Source: an optimization exercise on an open RTL-to-GDS flow (aim: small area, a short achievable clock period and few clock cycles). Production flows keep margins and buffers that such runs may drop.
The RTL was checked by simulation tests, not by an equivalence proof against the original design.
Power and IR drop assume default switching activity.

File: flow/run.sh
#!/bin/bash
# synth_recipe.tcl (not shown) runs the flow's synth.tcl, then flattens the netlist and writes it again
# the make line also repeats each setting of config.mk as NAME=value (left out here)
make -C /OpenROAD-flow-scripts/flow DESIGN_CONFIG=/design/flow/config.mk WORK_HOME=/design/flow/orfs CLKGATE_MAP_FILE= SYNTH_SCRIPT=/design/flow/synth_recipe.tcl finish
File: flow/config.mk
export PLATFORM = sky130hd
export DESIGN_NAME = framecore_tx
export DESIGN_NICKNAME = framecore_tx
export VERILOG_FILES = /design/flow/design.v
export SDC_FILE = /design/flow/constraint.sdc
export NUM_CORES = 4
export LEC_CHECK = 0
export CAP_MARGIN = 20
export CORE_MARGIN = 2
export CORE_UTILIZATION = 40
export SLEW_MARGIN = 20
File: flow/constraint.sdc
create_clock -name core_clock -period 5.0 [get_ports {clk}]
set_input_delay 1.0000 -clock core_clock [delete_from_list [all_inputs] [get_ports {clk}]]
set_output_delay 1.0000 -clock core_clock [all_outputs]
set_load 0.01 [all_outputs]
File: flow/design.v
module framecore_tx (
    input  wire        clk,
    input  wire        rst,             
    input  wire        cmd_valid,
    output wire        cmd_ready,
    input  wire [2:0]  cmd_op,
    input  wire [6:0]  cmd_len,
    input  wire        cmd_scheme,      
    input  wire [32:0] cmd_gen,
    input  wire [7:0]  cmd_tag_start,
    input  wire [7:0]  cmd_tag_stop,
    input  wire [7:0]  cmd_tag_esc,
    input  wire        in_valid,
    output wire        in_ready,
    input  wire [7:0]  in_data,
    output wire        out_valid,
    input  wire        out_ready,
    output wire [7:0]  out_data,
    output reg         done,
    output reg  [3:0]  res_result,
    output reg  [3:0]  res_errcode,
    output reg  [31:0] res_rem,
    output reg  [7:0]  res_olen
);
    localparam OP_NOP  = 3'd0;
    localparam OP_CENC = 3'd1;
    localparam OP_CVAL = 3'd2;
    localparam OP_PENC = 3'd3;
    localparam OP_PVAL = 3'd4;
    localparam OP_STUF = 3'd5;
    localparam OP_BLD  = 3'd6;
    localparam ERR_NONE    = 3'd0;
    localparam ERR_ILLOP   = 3'd1;
    localparam ERR_RSVD    = 3'd2;
    localparam ERR_BADLEN  = 3'd3;
    localparam ERR_BADGEN  = 3'd4;
    localparam ERR_BADTAGS = 3'd5;
    localparam S_IDLE  = 3'd0;
    localparam S_REJ   = 3'd1;    
    localparam S_START = 3'd2;    
    localparam S_PAY   = 3'd3;    
    localparam S_VTAIL = 3'd4;    
    localparam S_FIN   = 3'd5;    
    localparam S_CODE  = 3'd6;    
    localparam S_STOP  = 3'd7;    
    reg  [2:0]  st;
    reg  [2:0]  op;
    reg         scheme;
    reg  [2:0]  errc;
    reg  [6:0]  cnt;         
    reg  [31:0] R;           
    reg  [31:0] G;           
    reg  [7:1]  h;           
    reg  [2:0]  k;
    reg  [1:0]  lm1;         
    reg  [1:0]  ci;          
    reg  [7:0]  t_start, t_stop, t_esc;
    reg  [7:0]  b;           
    reg         bv;          
    reg         pend;        
    reg  [7:0]  prev;        
    reg         ov;
    reg  [7:0]  od;
    reg         dp;          
    reg         first;       
    reg         r5, r6;
    reg  [2:0]  re;
    function [5:0] degree(input [32:0] g);
        integer i;
        begin
            degree = 6'd0;
            for (i = 0; i < 33; i = i + 1)
                if (g[i]) degree = i[5:0];
        end
    endfunction
    function [7:1] recip(input [7:0] gt);
        reg [7:0] hh;
        integer i, j;
        begin
            hh[0] = 1'b1;
            for (i = 1; i < 8; i = i + 1) begin
                hh[i] = 1'b0;
                for (j = 1; j <= i; j = j + 1)
                    hh[i] = hh[i] ^ (gt[8 - j] & hh[i - j]);
            end
            recip = hh[7:1];
        end
    endfunction
    function [31:0] div_byte(input [31:0] r, input [31:0] g, input [7:1] hr,
                             input [1:0] lm, input [7:0] bd, input [7:0] ba,
                             input direct);
        reg [7:0]  t, hh, q;
        reg [31:0] w;
        integer i, j;
        begin
            case (lm)
                2'd0: t = r[7:0];
                2'd1: t = r[15:8];
                2'd2: t = r[23:16];
                default: t = r[31:24];
            endcase
            t = t ^ bd;
            hh = {hr, 1'b1};
            for (i = 0; i < 8; i = i + 1) begin
                q[i] = 1'b0;
                for (j = i; j < 8; j = j + 1)
                    q[i] = q[i] ^ (t[j] & hh[j - i]);
            end
            w = {r[23:0], ba};
            case (lm)
                2'd0: w[15:8]  = w[15:8]  ^ bd;
                2'd1: w[23:16] = w[23:16] ^ bd;
                2'd2: w[31:24] = w[31:24] ^ bd;
                default: ;
            endcase
            for (i = 0; i < 8; i = i + 1)
                if (q[i]) w = w ^ (g << i);
            div_byte = w;
        end
    endfunction
    function is_tag(input [7:0] x, input [7:0] s0, input [7:0] s1, input [7:0] s2);
        is_tag = (x == s0) || (x == s1) || (x == s2);
    endfunction
    wire        c_takes_len = (cmd_op >= OP_CENC) && (cmd_op <= OP_BLD);
    wire        c_uses_gen  = (cmd_op == OP_CENC) || (cmd_op == OP_CVAL) ||
                              ((cmd_op == OP_BLD) && !cmd_scheme);
    wire        c_uses_par  = (cmd_op == OP_PENC) || (cmd_op == OP_PVAL) ||
                              ((cmd_op == OP_BLD) && cmd_scheme);
    wire        c_uses_tags = (cmd_op == OP_STUF) || (cmd_op == OP_BLD);
    wire        c_tags_ok   = (cmd_tag_start != cmd_tag_stop) &&
                              (cmd_tag_start != cmd_tag_esc) &&
                              (cmd_tag_stop  != cmd_tag_esc);
    wire        c_gen_ok    = (cmd_gen[32:1] != 32'd0);
    reg  [2:0]  c_err;
    always @(*) begin
        if (cmd_op == 3'd7)                          c_err = ERR_ILLOP;
        else if (!c_takes_len && cmd_len != 7'd0)    c_err = ERR_RSVD;
        else if (c_takes_len && cmd_len > 7'd64)     c_err = ERR_BADLEN;
        else if (c_uses_gen && !c_gen_ok)            c_err = ERR_BADGEN;
        else if (c_uses_tags && !c_tags_ok)          c_err = ERR_BADTAGS;
        else                                         c_err = ERR_NONE;
    end
    wire [5:0]  c_d    = degree(cmd_gen);
    wire [5:0]  c_dm1  = c_d - 6'd1;
    wire [2:0]  c_k    = 3'd0 - c_d[2:0];
    wire [1:0]  c_lm1  = c_dm1[4:3];
    wire [32:0] c_gs   = cmd_gen << c_k;
    wire        emits  = (op == OP_STUF) || (op == OP_BLD);
    wire        is_val = (op == OP_CVAL);
    wire        is_par = (op == OP_PENC) || (op == OP_PVAL) || ((op == OP_BLD) && scheme);
    wire        is_crc = (op == OP_CENC) || (op == OP_CVAL) || ((op == OP_BLD) && !scheme);
    reg  [7:0]  code_b;
    always @(*) begin
        case (ci)
            2'd0: code_b = R[7:0];
            2'd1: code_b = R[15:8];
            2'd2: code_b = R[23:16];
            default: code_b = R[31:24];
        endcase
    end
    wire [7:0]  cand   = (st == S_CODE) ? code_b : in_data;
    wire        esc    = emits && is_tag(cand, t_start, t_stop, t_esc);
    assign      out_valid = ov;
    assign      out_data  = od;
    wire        oslot  = !ov || out_ready;           
    wire        ofree  = oslot && !pend;             
    wire        fin_ok = !dp || ofree;               
    wire        take   = (st == S_PAY) && in_valid && !pend && (!emits || oslot);
    assign      in_ready = (st == S_PAY) && !pend && (!emits || oslot);
    wire        last   = (cnt == 7'd1);
    wire        start_ld = (st == S_START) && ofree;
    wire        code_ld  = (st == S_CODE) && !bv && ofree;
    wire        stop_ld  = (st == S_STOP) && ofree;
    wire        pay_ld   = take && emits;
    wire        ld       = start_ld || code_ld || stop_ld || pay_ld;
    wire        fin = ((st == S_REJ) && fin_ok) ||
                      ((st == S_FIN) && !bv && fin_ok) ||
                      (take && last && (op == OP_STUF)) ||
                      (code_ld && (ci == 2'd0) && (op != OP_BLD)) ||
                      stop_ld;
    assign cmd_ready = (st == S_IDLE) || fin;
    wire        acc    = cmd_valid && cmd_ready;
    wire        vt_step = (st == S_VTAIL) && !bv;
    wire [2:0]  m       = 3'd0 - k;                   
    wire [7:0]  fcur    = vt_step ? 8'd0 : b;
    wire [15:0] fpair   = {prev, fcur};
    wire [7:0]  fbyte   = fpair >> m;                 
    wire [31:0] r_div   = div_byte(R, G, h, lm1,
                                   is_val ? 8'd0 : b,
                                   is_val ? fbyte : 8'd0,
                                   !is_val);
    wire [31:0] r_sh    = R >> k;
    always @(*) begin
        done       = dp && ofree;
        res_result = {1'b0, r5 | r6, r6, r5};
        res_errcode = {1'b0, re};
    end
    always @(posedge clk) begin
        h <= recip(G[8*lm1 +: 8]);
        if (rst) begin
            st      <= S_IDLE;
            ov      <= 1'b0;
            pend    <= 1'b0;
            bv      <= 1'b0;
            dp      <= 1'b0;
            res_rem <= 32'd0;
            res_olen <= 8'd0;
        end else begin
            if (ld) begin
                ov <= 1'b1;
                if (start_ld)     od <= t_start;
                else if (stop_ld) od <= t_stop;
                else if (esc)     od <= t_esc;
                else              od <= cand;
                if (esc && !start_ld && !stop_ld) begin
                    b    <= cand;
                    pend <= 1'b1;
                end
                res_olen <= (first ? 8'd0 : res_olen) +
                            ((esc && !start_ld && !stop_ld) ? 8'd2 : 8'd1);
                first <= 1'b0;
            end else if (pend && oslot) begin
                ov   <= 1'b1;
                od   <= b;
                pend <= 1'b0;
            end else if (out_ready)
                ov <= 1'b0;
            if (done) dp <= 1'b0;
            if (bv || vt_step) begin
                R    <= r_div;
                prev <= b;
            end
            bv <= take && is_crc;
            case (st)
                S_START: if (start_ld) st <= (cnt != 7'd0) ? S_PAY : S_CODE;
                S_PAY: if (take) begin
                    cnt <= cnt - 7'd1;
                    if (!emits) b <= in_data;
                    if (is_par) R[0] <= R[0] ^ (^in_data);
                    if (last) begin
                        case (op)
                            OP_CVAL: st <= (m != 3'd0) ? S_VTAIL : S_FIN;
                            OP_PVAL: st <= S_FIN;
                            OP_STUF: st <= S_IDLE;
                            default: st <= S_CODE;
                        endcase
                    end
                end
                S_VTAIL: if (vt_step) st <= S_FIN;
                S_CODE: if (code_ld) begin
                    ci <= ci - 2'd1;
                    if (ci == 2'd0) st <= (op == OP_BLD) ? S_STOP : S_IDLE;
                end
                default: if (fin) st <= S_IDLE;
            endcase
            if (take && emits && !esc) b <= in_data;
            if (fin) begin
                dp <= 1'b1;
                re <= errc;
                r6 <= (errc != ERR_NONE);
                r5 <= (errc == ERR_NONE) &&
                      ((is_val && R != 32'd0) || (op == OP_PVAL && R[0]));
                if (errc == ERR_NONE && op != OP_NOP) begin
                    if (op != OP_STUF) res_rem <= r_sh;
                    if (st == S_FIN) res_olen <= 8'd0;
                end
            end
            if (acc) begin
                op       <= (c_err != ERR_NONE) ? OP_NOP : cmd_op;
                scheme   <= cmd_scheme;
                errc     <= c_err;
                cnt      <= cmd_len;
                t_start  <= cmd_tag_start;
                t_stop   <= cmd_tag_stop;
                t_esc    <= cmd_tag_esc;
                prev     <= 8'd0;
                first    <= 1'b1;
                if (c_err != ERR_NONE || cmd_op == OP_NOP)
                    st <= S_REJ;
                else begin
                    if (c_uses_gen) begin
                        R   <= 32'd0;
                        G   <= c_gs[31:0];
                        k   <= c_k;
                        lm1 <= c_lm1;
                        ci  <= c_lm1;
                    end else
                        ci  <= 2'd0;
                    if (c_uses_par) begin
                        R   <= 32'd0;
                        k   <= 3'd0;
                    end
                    if (cmd_op == OP_BLD)
                        st <= S_START;
                    else if (cmd_len != 7'd0)
                        st <= S_PAY;
                    else if (cmd_op == OP_CENC || cmd_op == OP_PENC)
                        st <= S_CODE;
                    else
                        st <= S_FIN;
                end
            end
        end
    end
endmodule
==> key figures <==
Outcome
  • Status: finished clean

Run
  • Max Cap Viol: 0

Die
  • Rows: 75
  • Core box area: 41,800 um2
  • Initial Util: 0.404
  • Chip Width: ~210 um
  • Ports: roughly 140
  • DIE AREA: 43,800 um2
  • Die Ht: 209 um

GRT
  • Largest net degree at the start of global routing: 54
  • First-pass GRT wire length: between 80,000 and 90,000 um
  • Vias in the first global route: roughly 14,000
  • Gr usage total: 0.245
  • Grt total ovfl: 0
  • Initial antenna violation count: 0

Final layout
  • Largest registers: G x32, R x32, res_rem x32
  • Ant. Diodes: 0
  • Final #Nets: 2,181
  • Synth-to-layout area growth: 16.2%
  • Fin area: 19,600 um2
  • Layout cells sized above 1: 0.0977

Timing
  • Final hold violation count: 0
  • Fmax achieved: about 220 MHz
  • Setup_tns: 0 ns
  • Worst Skew: 0.0127 ns
  • Slew @ Worst Pin: 1.02 ns
  • Slew margin rel.: 0.317
  • Fin crit period: 4.56 ns
  • Crit share post-route: 0.911
  • RSZ-0062 raised after global routing: false
  • Hold slack final: 0.449 ns
  • Fin. max-slew vios: 0
  • Final setup vio count: 0

Route
  • Vias/cell: 5.68
  • # DRC: 0
  • Wire per inst: 20.3 um
  • Met1 WL: ~24,000 um
  • WL met3: 3570 um
  • Final wirelength: roughly 53,000 um
  • Met2 routed WL: around 25,000 um
  • Max layer used: met4
  • Detail Route Antenna Nets: 0
  • Via count: 15,000
  • Initial drt markers: between 1,500 and 2,000
  • Pre-antenna DRT Iters: 8

CTS
  • # H-tree levels: 4
  • TritonCTS clock tree: built
  • CTS Buf Count: 17
  • Clk buf depth: 2
  • Clock sink count: 192
  • Hold Buf Count CTS: 0
  • Reg clk slew, reported paths: 0.08 ns
  • CTS root buf: clkbuf_16
  • Skew-Pair Late Insertion Delay: between 0.4 and 0.5 ns

Logic synthesis
  • Synth async-reset ratio: 0
  • Area share of the largest cell type after synthesis: 0.246
  • Mapped cell area: 16,900 um2
  • Prevailing post-synth register cell: edfxtp_1
  • Post-synth EDFFs: about 140
  • Most numerous cell in the Yosys netlist: nand2_1
  • Synthesis warning total: 1
  • Mapped Cells: 2,002
  • Seq cells post-synth: 192
  • Sequential fraction of the synthesis area: 0.310
  • Cell taking the most area after synthesis: edfxtp_1
  • Count of cell types in the netlist: 82
  • Post-synth top cells: 391 x nand2_1, 278 x xnor2_1, 158 x nor2_1, 138 x edfxtp_1, 113 x clkbuf_1
  • Syn Area/Cell: 8.42 um2
  • Largest cells by area after synthesis: edfxtp_1 25%, xnor2_1 14%, nand2_1 8.7%

Setup path
  • CP most frequent cell: clkdlybuf4s50_1
  • CP Cell Sequence: clkdlybuf4s50_1 > nor2b_1 > nand3_1 > nor4bb_1 > nand4_1 > o31a_1 > nand2_1 > clkdlybuf4s50_1
  • CP max stage delay: 0.63 ns
  • Delay-heaviest family, CP: simple AND/OR/NAND/NOR gates
  • CP Capture Type: primary output
  • Worst-path maximum fanout: 5
  • CP Data Required Time: around 4.0 ns
  • Crit Path Class: input port to primary output
  • Slowest cell on crit path: nor4bb_1
  • CP Buf/Inv Count: 2
  • Critical Path Start Type: input port
  • Critical Path AT: 3.56 ns

Hold path
  • Hold WC Path Type: flip-flop to flip-flop

Pwr
  • Pleak: a little over 0.007 uW
  • P per Cell Area: around 380 nW/um2
  • Worst VDD drop: 0.000270 V

Placement
  • Hpwl dp: 39,900 um
  • GP Congestion: about 0.90
  • Port Buffers: 138
  • Cell Area, Placed: 19,000 um2
-- worst register-to-register path, stage by stage, from the launching register on --
cell	delay, ns
edfxtp_1	0.42
inv_1	0.13
ha_1	0.44
a222oi_1	0.19
o21ai_0	0.45
mux2i_1	0.35
xnor2_1	0.22
nor4_1	0.30
nand2_1	0.11
a31oi_1	0.22
and3_1	0.29
inv_1	0.07
ha_1	0.22
fa_1	0.47
nand3_1	0.11
nor3_1	0.05
a21oi_1	0.14
nor2_1	0.05
a21oi_1	0.12
nor2_1	0.05
-- stage by stage --
stage          total power (uW)  instances  worst slack, ns  utilization
3_5_place_dp               6050       2606          0.00951        0.455
4_1_cts                    7460       2638            0.438        0.469
2_1_floorplan              5070       2003          0.00198            -
3_3_place_gp               6000       2606           0.0645        0.455
6_report                   7480       2638            0.444        0.469
5_1_grt                    7910       2638          0.00940        0.469
-- cells in the final DEF (no fill, tap or decap), types with 43 or more instances in the layout --
master,Yosys,routed
o21ai_0,85,84
edfxtp_1,138,138
dfxtp_1,54,54
inv_1,44,43
xor2_1,61,58
a211oi_1,70,70
mux2i_1,95,94
nor2_1,158,157
nand2_1,391,391
a21oi_1,87,86
xnor2_1,278,277
clkdlybuf4s50_1,0,137
buf_4,8,76
-- area by class of cell --
class / instances / area, um2
sequential: 192 / 5230
inverter: 47 / 176
tap: 539 / 674
multi-input combinational: 1609 / 10900
timing repair buffer: 219 / 2050
clock buffer: 17 / 425
clock inverter: 15 / 170
fill: 4054 / 22200
-- layer usage --
metal,up-vias,GRT usage
met1,7163,0.335
met4,0,0.0768
li1,7144,-
met2,587,0.405
met5,-,0
met3,91,0.0316
-- where the power goes --
part           switching [uW]  total (uW)  internal [uW]
Sequential                142        1990           1850
Clock                     700        1410            714
Combinational            2180        4080           1890
-- repair_timing --
action | CTS | global route
gates resized for setup | 0 | 1
buffers inserted | 0 | 0
setup endpoints to repair | 0 | 1
-- worst paths after layout --
kind	start	endpoint	slack (ns)	cells past startpoint
max	out_ready	cmd_ready	0.44	8
min	errc[0]	re[0]	0.45	0
max reg2reg	ci[0]	res_olen[4]	0.49	19
min reg2reg	errc[0]	re[0]	0.45	0
-- cell families after synthesis --
logic type,count (synthesis),synth area share
AND/OR/NAND/NOR,716,0.183
AO/OA/AOI/OAI,371,0.142
XOR/XNOR,350,0.190
buffers and inverters,202,0.0494
flip-flops,192,0.310
multiplexers,155,0.114
adder cells (fa/ha/maj),15,0.0114
other,1,0.000222
Testbench counts, summed over its fixed seeds: cycles 11,623.

==> separate check: timing with driven ports <==
In the flow no input, the clock included, has a driving cell. The finished layout below was timed again as built, in two steps. Step 1 (the two cells are an assumption about what drives the block):
set clk [get_ports {clk}]
set_driving_cell -lib_cell sky130_fd_sc_hd__clkbuf_16 $clk
set_driving_cell -lib_cell sky130_fd_sc_hd__buf_2 [delete_from_list [all_inputs] $clk]
Step 2 moves the port delays by t, midway between the first and last clock arrival at a register: inputs arrive t later, outputs are due t later. That takes back most of the time a late clock gives input paths. Slacks: ideal ports / drivers / drivers and shift; pairs: ideal ports / drivers.
t (ns): 0.508
slack for setup (ns): 0.444 / 0.416 / 0.039
hold slack, ns: 0.449 / 0.449 / 0.449
worst register clock-pin slew, ns: 0.08 / 0.08
worst slew at a driven data input, ns: 0.06
After both steps this run still meets setup and hold. For this run, drivers alone change the setup slack by -0.028 ns; drivers and shift together by -0.405 ns.
